What follows belongs to an exercise in optimizing a design on an open flow for small area and few clock cycles; a production flow would make more cautious choices.
Only simulation tests tie the RTL to the original design; equivalence was not proved.
Power and IR drop assume default switching activity.

## run A
Design mec_core, start of the top module:
module mec_core (
    input  wire        CLK,
    input  wire        RST,
    input  wire        CMD_VALID,
    output wire        CMD_READY,
    input  wire [15:0] CMD,
    input  wire [63:0] A_VAL,
    input  wire [6:0]  A_LEN,
    input  wire [63:0] B_VAL,
    input  wire [6:0]  B_LEN,
    input  wire [31:0] S0,
    input  wire [31:0] S1,
    input  wire [63:0] BIN,
    output wire [63:0] R_VAL,
    output wire [6:0]  R_LEN,
    output wire [63:0] Q_VAL,
    output wire [6:0]  Q_LEN,
    output wire [31:0] R_SCL,
    output wire [63:0] BOUT,
    output wire [31:0] STATUS
);
Settings: LEC_CHECK=0, ABC_AREA=1, CAP_MARGIN=10, CORE_AREA=2 2 318 318, DIE_AREA=0 0 320 320, SLEW_MARGIN=10; clock period 12.0 ns.
standard.sh (not shown) runs the stock make flow with config.mk's settings and CLKGATE_MAP_FILE= SYNTH_SCRIPT=/design/flow/synth_recipe.tcl, a recipe that flattens the netlist after the stock synthesis.
==> flow/flow/run.sh <==
#!/bin/bash
# Layout flow: the standard ORFS flow, with two changes.
#  - The port buffers are the smallest buffer cell.
#  - Synthesis maps the logic with an area-oriented ABC script, and without
#    the full-adder extraction and fast-adder mapping passes. It is the
#    standard synthesis script otherwise, so the flip-flops come out the same;
#    this is checked against the standard synthesis, and the standard netlist
#    is used if they differ.
# Each tool's output goes to a log file in this folder.
set -euo pipefail
W=$(pwd)
F="$W/flow"
R="$W/orfs/results/sky130hd/mec_core/base"
export BUFFER_PORTS_ARGS="-buffer_cell sky130_fd_sc_hd__buf_1"

# reference: the standard synthesis
bash standard.sh synth > std_synth.log 2>&1
cp "$R/1_2_yosys.v" std_1_2_yosys.v

# own synthesis: the standard script with the abc step's script replaced
{
  head -n 1 synth_recipe.tcl
  echo 'proc abc {args} {'
  echo '  set i [lsearch -exact $args -script]'
  echo "  if { \$i >= 0 } { lset args [expr { \$i + 1 }] $F/area.abc }"
  echo '  yosys abc {*}$args'
  echo '}'
  tail -n +2 synth_recipe.tcl
} > own_synth.tcl
sed "s#SYNTH_SCRIPT=[^ ]*synth_recipe.tcl#SYNTH_SCRIPT=$W/own_synth.tcl ADDER_MAP_FILE= SYNTH_OPERATIONS_ARGS=-noshare#" standard.sh > own_standard.sh
rm -f "$R/1_2_yosys.v" "$R/1_2_yosys.sdc" "$R/1_synth.odb" "$R/1_synth.sdc"
bash own_standard.sh synth > own_synth.log 2>&1

flops() { grep -oE '^\s*sky130_fd_sc_hd__(dfxtp|edfxtp|dfrtp|dfstp|dfbbp|sdf[a-z]*|edf[a-z]*|df[a-z]*)_[0-9]+ +[^ ]+' "$1" | sed -E 's/_[0-9]+ +/ /' | sort; }
if ! cmp -s <(flops std_1_2_yosys.v) <(flops "$R/1_2_yosys.v") || [ "$(flops std_1_2_yosys.v | wc -l)" = 0 ]; then
  echo "flip-flops differ from the standard synthesis; using the standard netlist" > own_synth_fallback.log
  rm -f "$R/1_2_yosys.v" "$R/1_2_yosys.sdc" "$R/1_synth.odb" "$R/1_synth.sdc"
  bash standard.sh synth > std_synth2.log 2>&1
fi

bash own_standard.sh > own_flow.log 2>&1
==> flow/flow/area.abc <==
strash
&get -n
&st
&syn3
&synch2
&put
dch -f
amap
&get -n
&st
&syn3
&synch2
&put
dch -f
amap
topo
Testbench counts of run A, summed over its fixed seeds: cycles 25,591.
### run A -> run B
diff --git a/flow/design.v b/flow/design.v
--- a/flow/design.v
+++ b/flow/design.v
@@ -73,25 +73,25 @@
     localparam [3:0] M_NO_MARKER = 4'd1, M_OVERRUN = 4'd2,
                      M_EMPTY_SOURCE = 4'd3, M_ZERO_COUNT = 4'd4;
     localparam [3:0] X_BAD_OPCODE = 4'd1, X_RESERVED_BITS = 4'd2,
                      X_BAD_LENGTH = 4'd3, X_ENC_RANGE = 4'd4,
                      X_BAD_WINDOW = 4'd5, X_NOT_A_CODE = 4'd6,
                      X_EMPTY_CODEWORD = 4'd7, X_CAT_OVERFLOW = 4'd8;
     genvar gi;
     reg        busy;
     reg        fault;
     reg [3:0]  fcause;
     reg [2:0]  code;
     reg [3:0]  cause;
-    reg [63:0] d_n;         
+    reg [63:0] d;
     reg [6:0]  r_len;
     reg [6:0]  q_len;
     reg        m_wr;        
     reg        m_scl;       
     reg [3:0]  n_scl;       
     reg [3:0]  l_op;
     reg [2:0]  l_ecode;     
     reg [3:0]  l_ecause;
     reg [63:0] l_x;
     reg [6:0]  l_len;       
     reg [6:0]  l_p;         
     reg        l_eql;       
@@ -319,25 +319,25 @@
         OP_READ:  n_rlen = c_end;
         default:  n_rlen = 7'd0;
         endcase
     end
     always @(posedge CLK) begin
         if (!busy)
             rd_used <= 7'd0;
         else
             rd_used <= c_end;
     end
     always @(posedge CLK) begin
         if (busy && done)
-            d_n <= ~d_next;
+            d <= d_next;
     end
     always @(posedge CLK) begin
         if (RST) begin
             busy   <= 1'b0;
             fault  <= 1'b0;
             fcause <= 4'd0;
             code   <= C_OK;
             cause  <= 4'd0;
             r_len  <= 7'd0;
             q_len  <= 7'd0;
             m_wr   <= 1'b0;
             m_scl  <= 1'b0;
@@ -351,22 +351,20 @@
             cause  <= n_cause;
             r_len  <= ok ? n_rlen : 7'd0;
             q_len  <= (ok && o_split) ? 7'd64 - c_end : 7'd0;
             m_wr   <= ok && o_write;
             m_scl  <= ok && (o_clen || o_dec || o_lead || o_eq);
             n_scl  <= !ok ? 4'd0 : o_read ? ceil8(c_end) : o_write ? l_len[3:0] : 4'd0;
             if (n_code == C_CONTRACT) begin
                 fault  <= 1'b1;
                 fcause <= n_cause;
             end
         end
     end
-    wire [63:0] d    = ~d_n;
     wire [63:0] d_rv = brev(d);
-    wire [63:0] r_m  = tmask(r_len);
-    assign R_VAL = d    & r_m;
-    assign Q_VAL = d_rv & ~brev(r_m) & {64{|q_len}};
+    assign R_VAL = d    & tmask(r_len);
+    assign Q_VAL = d_rv & tmask(q_len);
     assign BOUT  = d_rv & {64{m_wr}};
     assign R_LEN = r_len;
     assign Q_LEN = q_len;
     assign R_SCL = (d[31:0] & {32{m_scl}}) | {28'd0, n_scl};
 endmodule
### Flow results
- The final layout from run B, which completed every stage, passed the timing, design-rule and antenna checks at the end of the flow.
- Relative to run A, number of antenna cells inserted increased by 1 in run B.
- Compared with run A, run B shows total power lower by 9.2%.
- The lower instance count on the critical path came out of run B.
- Delta(reg2reg setup slack, run B - run A) < 0
- Changes observed in run B relative to run A: post-route clock period utilization barely changed; fraction of layout instances using a drive strength above 1 dropped 3.5 points; number of antenna violations at the first check in global routing climbed 3; worst hold margin dropped 0.011 ns.
- Area of the die came out exactly the same in run B and run A.
Testbench counts of run B, summed over its fixed seeds: cycles 25,591.

static timing again, ports no longer ideal:
The results above use ideal ports. As a check the final layouts listed here were re-extracted and re-timed, cells and wires unchanged. Step 1 sets driving cells, clkbuf_16 on the clock port and buf_2 on the other inputs (assumed; they add their load-dependent delay and slew). Step 2, shift: input delay + t, output delay - t, t = (earliest + latest rising clock arrival at the registers) / 2. This alone moves slack from input paths to output paths. Three values: ideal, step 1, step 2; two values: the first two.
run | t (ns) | slack for setup (ns) | hold slack, ns | worst setup path after step 2
run A | 0.573 | 1.648 / 1.691 / 1.118 | 0.471 / 0.471 / 0.471 | input to register
run B | 0.563 | 1.631 / 1.631 / 1.631 | 0.460 / 0.460 / 0.460 | register to register
After both steps setup and hold are still met in every run listed. The setup slack of run A, which loses most, moves by +0.043 ns with the drivers and by -0.530 ns with both steps.
